This is an optimization exercise on Yosys and OpenROAD, whose aim is small area, a short achievable clock period and few clock cycles per item, not a production implementation.
Function not checked in this run: the RTL went through the layout flow alone.

### config.mk
export PLATFORM = sky130hd
export DESIGN_NAME = fft_butterfly
export DESIGN_NICKNAME = fft_butterfly
export VERILOG_FILES = /design/flow/design.v
export SDC_FILE = /design/flow/constraint.sdc
export NUM_CORES = 4
export LEC_CHECK = 0
export ABC_CLOCK_PERIOD_IN_PS = 16000
export CAP_MARGIN = 20
export CORE_MARGIN = 2
export CORE_UTILIZATION = 40
export SETUP_SLACK_MARGIN = 0.2
export SLEW_MARGIN = 20
### constraint.sdc
create_clock -name core_clock -period 20.0 [get_ports {clk}]
set_input_delay 4.0000 -clock core_clock [delete_from_list [all_inputs] [get_ports {clk}]]
set_output_delay 4.0000 -clock core_clock [all_outputs]
set_load 0.01 [all_outputs]
### design.v
module fp32_mul (
    input  wire [31:0] a,
    input  wire [31:0] b,
    output reg  [31:0] y
);
    wire        sa = a[31];
    wire        sb = b[31];
    wire [7:0]  ea = a[30:23];
    wire [7:0]  eb = b[30:23];
    wire [22:0] fa = a[22:0];
    wire [22:0] fb = b[22:0];
    wire        sy = sa ^ sb;
    wire a_nan  = (ea == 8'hFF) && (fa != 23'd0);
    wire b_nan  = (eb == 8'hFF) && (fb != 23'd0);
    wire a_inf  = (ea == 8'hFF) && (fa == 23'd0);
    wire b_inf  = (eb == 8'hFF) && (fb == 23'd0);
    wire a_zero = (ea == 8'h00) && (fa == 23'd0);
    wire b_zero = (eb == 8'h00) && (fb == 23'd0);
    wire [23:0] ma = {(ea != 8'h00), fa};
    wire [23:0] mb = {(eb != 8'h00), fb};
    wire [9:0]  xa = (ea == 8'h00) ? 10'd1 : {2'b00, ea};
    wire [9:0]  xb = (eb == 8'h00) ? 10'd1 : {2'b00, eb};
    wire [47:0] prod = ma * mb;
    reg [5:0] lz;
    integer   i;
    always @(*) begin
        lz = 6'd48;
        for (i = 0; i < 48; i = i + 1)
            if (prod[i]) lz = 6'd47 - i[5:0];
    end
    reg signed [11:0] e;         
    reg        [47:0] pn;        
    reg        [47:0] ps;        
    reg               sticky;
    reg        [11:0] sh;
    reg        [23:0] m;
    reg               g, st, rnd;
    reg        [31:0] mag;
    always @(*) begin
        pn     = prod << lz;
        e      = $signed({2'b00, xa}) + $signed({2'b00, xb}) - 12'sd126 - $signed({6'd0, lz});
        sticky = 1'b0;
        ps     = pn;
        if (e < 12'sd1) begin
            sh = 12'd1 - e;
            if (sh > 12'd48) sh = 12'd48;
            sticky = |(pn & ((48'd1 << sh) - 48'd1));
            ps = pn >> sh;
            e  = 12'sd1;
        end
        m   = ps[47:24];
        g   = ps[23];
        st  = (|ps[22:0]) | sticky;
        rnd = g & (st | m[0]);
        mag = {e[8:0] - 9'd1, 23'd0} + {8'd0, m} + {31'd0, rnd};
        if (a_nan || b_nan || (a_inf && b_zero) || (a_zero && b_inf))
            y = 32'h7FC00000;
        else if (a_inf || b_inf)
            y = {sy, 8'hFF, 23'd0};
        else if (a_zero || b_zero)
            y = {sy, 31'd0};
        else if (e > 12'sd254)
            y = {sy, 8'hFF, 23'd0};
        else if (mag[31:23] >= 9'd255)
            y = {sy, 8'hFF, 23'd0};
        else
            y = {sy, mag[30:0]};
    end
endmodule
module fp32_add (
    input  wire [31:0] a,
    input  wire [31:0] b,
    input  wire        sub,
    output reg  [31:0] y
);
    wire [31:0] bb = {b[31] ^ sub, b[30:0]};
    wire a_nan = (a[30:23] == 8'hFF) && (a[22:0] != 23'd0);
    wire b_nan = (bb[30:23] == 8'hFF) && (bb[22:0] != 23'd0);
    wire a_inf = (a[30:23] == 8'hFF) && (a[22:0] == 23'd0);
    wire b_inf = (bb[30:23] == 8'hFF) && (bb[22:0] == 23'd0);
    wire        swap = (bb[30:0] > a[30:0]);
    wire [31:0] x    = swap ? bb : a;
    wire [31:0] z    = swap ? a  : bb;
    wire        sx = x[31];
    wire        sz = z[31];
    wire [7:0]  ex = (x[30:23] == 8'h00) ? 8'd1 : x[30:23];
    wire [7:0]  ez = (z[30:23] == 8'h00) ? 8'd1 : z[30:23];
    wire [23:0] mx = {(x[30:23] != 8'h00), x[22:0]};
    wire [23:0] mz = {(z[30:23] != 8'h00), z[22:0]};
    wire [7:0]  d  = ex - ez;
    reg [26:0] ax, az, mz3, mask;
    reg [27:0] s;
    reg        stk;
    reg [4:0]  lz;
    reg [9:0]  e;
    reg [23:0] m;
    reg        g, st, rnd;
    reg [31:0] mag;
    integer    i;
    always @(*) begin
        ax  = {mx, 3'b000};
        mz3 = {mz, 3'b000};
        if (d >= 8'd27) begin
            mask = 27'h7FFFFFF;
            az   = 27'd0;
        end else begin
            mask = (27'd1 << d) - 27'd1;
            az   = mz3 >> d;
        end
        stk   = |(mz3 & mask);    
        az[0] = az[0] | stk;
        if (sx == sz) s = {1'b0, ax} + {1'b0, az};
        else          s = {1'b0, ax} - {1'b0, az};
        e = {2'b00, ex};
        if (s[27]) begin
            s = {1'b0, s[27:2], s[1] | s[0]};
            e = e + 10'd1;
        end else begin
            lz = 5'd27;
            for (i = 0; i < 27; i = i + 1)
                if (s[i]) lz = 5'd26 - i[4:0];
            if ({5'd0, lz} >= e) begin
                s = s << (e - 10'd1);
                e = 10'd1;
            end else begin
                s = s << lz;
                e = e - {5'd0, lz};
            end
        end
        m   = s[26:3];
        g   = s[2];
        st  = s[1] | s[0];
        rnd = g & (st | m[0]);
        mag = {e[8:0] - 9'd1, 23'd0} + {8'd0, m} + {31'd0, rnd};
        if (a_nan || b_nan || (a_inf && b_inf && (a[31] != bb[31])))
            y = 32'h7FC00000;
        else if (a_inf)
            y = a;
        else if (b_inf)
            y = bb;
        else if (s == 28'd0)
            y = {sx & sz, 31'd0};
        else if (e > 10'd254 || mag[31:23] >= 9'd255)
            y = {sx, 8'hFF, 23'd0};
        else
            y = {sx, mag[30:0]};
    end
endmodule
module fft_butterfly (
    input  wire        clk,
    input  wire        rst,         
    input  wire        in_valid,
    output wire        in_ready,
    input  wire [31:0] w_re,
    input  wire [31:0] w_im,
    input  wire [31:0] a_re,
    input  wire [31:0] a_im,
    input  wire [31:0] b_re,
    input  wire [31:0] b_im,
    output wire        out_valid,
    output wire [31:0] y0_re,
    output wire [31:0] y0_im,
    output wire [31:0] y1_re,
    output wire [31:0] y1_im
);
    assign in_ready = 1'b1;
    reg        v1;
    reg [31:0] wr1, wi1, ar1, ai1, br1, bi1;
    always @(posedge clk) begin
        if (rst) v1 <= 1'b0;
        else     v1 <= in_valid;
        wr1 <= w_re;
        wi1 <= w_im;
        ar1 <= a_re;
        ai1 <= a_im;
        br1 <= b_re;
        bi1 <= b_im;
    end
    wire [31:0] p_rr, p_ii, p_ri, p_ir;
    fp32_mul u_mul_rr (.a(wr1), .b(br1), .y(p_rr));    
    fp32_mul u_mul_ii (.a(wi1), .b(bi1), .y(p_ii));    
    fp32_mul u_mul_ri (.a(wr1), .b(bi1), .y(p_ri));    
    fp32_mul u_mul_ir (.a(wi1), .b(br1), .y(p_ir));    
    reg        v2;
    reg [31:0] p_rr2, p_ii2, p_ri2, p_ir2, ar2, ai2;
    always @(posedge clk) begin
        if (rst) v2 <= 1'b0;
        else     v2 <= v1;
        p_rr2 <= p_rr;
        p_ii2 <= p_ii;
        p_ri2 <= p_ri;
        p_ir2 <= p_ir;
        ar2   <= ar1;
        ai2   <= ai1;
    end
    wire [31:0] tr, ti;
    fp32_add u_add_tr (.a(p_rr2), .b(p_ii2), .sub(1'b1), .y(tr));
    fp32_add u_add_ti (.a(p_ri2), .b(p_ir2), .sub(1'b0), .y(ti));
    reg        v3;
    reg [31:0] tr3, ti3, ar3, ai3;
    always @(posedge clk) begin
        if (rst) v3 <= 1'b0;
        else     v3 <= v2;
        tr3 <= tr;
        ti3 <= ti;
        ar3 <= ar2;
        ai3 <= ai2;
    end
    wire [31:0] s0r, s0i, s1r, s1i;
    fp32_add u_add_y0r (.a(ar3), .b(tr3), .sub(1'b0), .y(s0r));
    fp32_add u_add_y0i (.a(ai3), .b(ti3), .sub(1'b0), .y(s0i));
    fp32_add u_add_y1r (.a(ar3), .b(tr3), .sub(1'b1), .y(s1r));
    fp32_add u_add_y1i (.a(ai3), .b(ti3), .sub(1'b1), .y(s1i));
    reg        v4;
    reg [31:0] y0r4, y0i4, y1r4, y1i4;
    always @(posedge clk) begin
        if (rst) v4 <= 1'b0;
        else     v4 <= v3;
        y0r4 <= s0r;
        y0i4 <= s0i;
        y1r4 <= s1r;
        y1i4 <= s1i;
    end
    assign out_valid = v4;
    assign y0_re     = y0r4;
    assign y0_im     = y0i4;
    assign y1_re     = y1r4;
    assign y1_im     = y1i4;
endmodule
### run.sh
#!/bin/bash
# synth_recipe.tcl (not shown) runs the flow's synth.tcl, then flattens the netlist and writes it again
# the make line also repeats each setting of config.mk as NAME=value (left out here)
make -C /OpenROAD-flow-scripts/flow DESIGN_CONFIG=/design/flow/config.mk WORK_HOME=/design/flow/orfs CLKGATE_MAP_FILE= SYNTH_SCRIPT=/design/flow/synth_recipe.tcl finish
==> notes.md <==
## worst max path at each step
stage | from | end | slack [ns] | depth (start not counted)
3_3_place_gp | p_rr2[13]$_SDFF_PP0_ | tr3[3]$_SDFF_PP0_ | 0.34 | 62
5_1_grt | p_rr2[13]$_SDFF_PP0_ | tr3[3]$_SDFF_PP0_ | 0.18 | 61
6_report | bi1[8]$_DFF_P_ | p_ri2[3]$_SDFF_PP0_ | 1.06 | 50
2_1_floorplan | ar3[12]$_DFF_P_ | y1r4[20]$_SDFF_PP0_ | 2.87 | 77
4_1_cts | p_rr2[13]$_SDFF_PP0_ | tr3[3]$_SDFF_PP0_ | 0.36 | 63
3_5_place_dp | ar3[28]$_DFF_P_ | y1r4[18]$_SDFF_PP0_ | 0.42 | 63
## per-layer routing
metal  vias up  global-route usage  part of all wire
li1      94550                   -                 -
met1    105100              0.4730              0.40
met2     12060              0.5711              0.44
met3      2576             0.06658             0.095
met4        24              0.1807             0.060
met5         -                   0           0.00021
## kinds of logic after synthesis
group / synth area share
AO/OA/AOI/OAI: 0.2432
other: 0.00001914
multiplexers: 0.04774
buffers and inverters: 0.08464
flip-flops: 0.06581
XOR/XNOR: 0.03635
AND/OR/NAND/NOR: 0.2455
adder cells (fa/ha/maj): 0.2767
## what timing repair did
action                     CTS  global route
resized for setup            0            32
setup buffers                0            11
setup endpoints to repair    0           178
## cells in the mapped netlist, types with 547 or more instances
master    number  share of area
fa_1        1950           0.20
nand3_1      771          0.020
nand2_1     3661          0.070
nor3_1       799          0.020
inv_1       2635          0.050
mux2i_1      564          0.029
o21ai_0     1342          0.034
nor2_1      2176          0.042
ha_1        1212          0.077
clkbuf_1    1480          0.028
and2_1       980          0.031
a21oi_1     1628          0.042
xnor2_1      547          0.024
dfxtp_1      644          0.066
## final cells by class
type                       count  area share
multi-input combinational  22050      0.7880
clock inverter                41    0.002315
sequential                   644     0.06126
inverter                    2664     0.04708
clock buffer                 100     0.01030
antenna                       22   0.0002592
tap                         6475     0.03814
timing repair buffer        1374     0.05263
## worst max-delay path, delay by kind of cell, from the launching register on
kind,cells,cell delay (ns)
AO/OA/AOI/OAI,16,5.79
XOR/XNOR,3,1.01
adder cells (fa/ha/maj),10,4.20
buffers and inverters,5,1.04
flip-flops,1,0.82
multiplexers,1,0.41
AND/OR/NAND/NOR,15,5.48
## through the flow
stage	cells	utilization
after floorplan	27080	-
after detailed placement	33190	0.4284
after global routing	33350	0.4345
after global placement	33190	0.4283
after CTS	33340	0.4339
final	33370	0.4346
## placed cells by master (no fill, tap or decap), types with 156 or more instances in the layout
cell type / netlist / layout
a211oi_1: 418 / 406
a21o_1: 301 / 300
a21oi_1: 1628 / 1613
a22oi_1: 173 / 173
a31oi_1: 343 / 339
and2_1: 980 / 976
and3_1: 225 / 225
buf_4: 8 / 1043
clkdlybuf4s50_1: 0 / 323
dfxtp_1: 644 / 552
fa_1: 1950 / 1948
ha_1: 1212 / 1206
inv_1: 2635 / 2633
mux2_2: 156 / 156
mux2i_1: 564 / 558
nand2_1: 3661 / 3651
nand2b_1: 193 / 193
nand3_1: 771 / 771
nand4_1: 283 / 283
nor2_1: 2176 / 2163
nor3_1: 799 / 789
nor4_1: 288 / 280
o211ai_1: 384 / 384
o21a_1: 169 / 169
o21ai_0: 1342 / 1336
o22ai_1: 229 / 227
o31ai_1: 202 / 200
or3_1: 192 / 190
xnor2_1: 547 / 528
xor2_1: 266 / 262
==> impl_metrics.ini <==
[worst_setup_path]
r2r_start = bi1[8]$_DFF_P_
cp_slowest_cell = nor4_2
r2r_setup_slack_ns = 1.06
worst_path_most_repeated_cell = fa_1
endpoint_kind = flip-flop
worst_path_largest_cell_delay_ns = 1.09
r2r_cells = 50
timing.rr.end = p_ri2[3]$_SDFF_PP0_
arrival_ns = 19.72
path_max_fanout = 31
start_kind = flip-flop
required_ns = 20.78
crit_type = reg -> reg

[cts]
cts_tree = built
numCtsBuffers = 80
holdBufCountCts = 0
clk_pin_slew_ns = 0.07
ctsRootBufferMaster = clkbuf_16
clock_latency_ns = 0.92
htreeDepth = 3
clock-sinks = 644
cts_max_path_buffers = 4

[placement]
place.gp.congestion = 1.035
port_buffers = 323
hpwl_um = 742500
placed_area_sq_um = 209400
dp_slack_ns = 0.4200

[yosys]
mappedNetlistNets = 30430
async_flop_share = 0
ys_seq_area_frac = 0.06581
synth_seq_cells = 644
synth_cells = 27080
syn_avg_cell_area_sq_um = 7.235
synth_cell_types = 121
synth_area_sq_um = 195900
synth_edf_count = 0
yosys_warnings = 3
synthFlopType = dfxtp_1

[timing]
fmax_ghz = 0.05280
setup-violations-final = 0
setup_tns_ns = 0
whs_ns = 0.3224
finalClockSkew_ns = 0.09330
tightest_slew_ns = 1.281
rsz0062_at_grt = false
slew_viol_final = 0
min_period_ns = 18.94
slew_headroom = 0.1459
hold_viol = 0
period_share = 0.9470
fin_ws_ns = 1.059

[layout]
layout-drive-gt1-share = 0.07424
num-fill-cells = 50660
area_growth_pct = 8.428
design_area_sq_um = 212400
seqCellArea_sq_um = 13010
multiInputGateArea_sq_um = 167400
fin_nets = 30170

[min_path]
worstHoldPathType = reg -> reg
hold_depth = 0
min_to = ar3[0]$_DFF_P_
hold_start = ar2[0]$_DFF_P_

[route]
wirelength_um = 932600
drtIter0Drc = 26310
drc = 0
vias = 214300
first_pass_iters = 9
drtAntennaViolNets = 0
via_per_inst = 6.421
wl_per_cell_um = 27.95

[die]
initial_core_util = 0.4008
die_w_um = 703.8
core_sq_um = 488800
rows = 257
dieArea_sq_um = 495300
num_io_pins = 325
die_y_um = 703.8

[global_route]
grt_start_max_net_pins = 82
grt_overflow_total = 0
grt_pass1_wl_um = 1384000
antenna_found_initial = 42
grt_pass1_vias = 207800
grt_usage = 0.3615

[run_status]
status = complete, no violations

[flow_run]
maxCapViolations = 0

re-timing with driven ports:
The results above use ideal ports. As a check the final layout listed here was re-extracted and re-timed, cells and wires unchanged.
Step 1, drivers: a clkbuf_16 drives clk and a buf_2 each remaining input, both assumed.
Step 2 also shifts input and output timing later by t, the mid clock arrival at the registers, as if the neighbouring blocks saw the same clock.
a / b / c = ideal / step 1 / step 2; a / b = the first two.
shift t [ns]: 0.980
setup WS [ns]: 1.059 / 1.059 / 1.059
hold WS [ns]: 0.322 / 0.322 / 0.322
latest minus earliest clock arrival (ns): 0.096 / 0.095
cell pins on the clock port's net: 1
After both steps setup and hold are still met in this run. For this run, drivers alone change the setup slack by 0.000 ns; drivers and shift together by 0.000 ns.
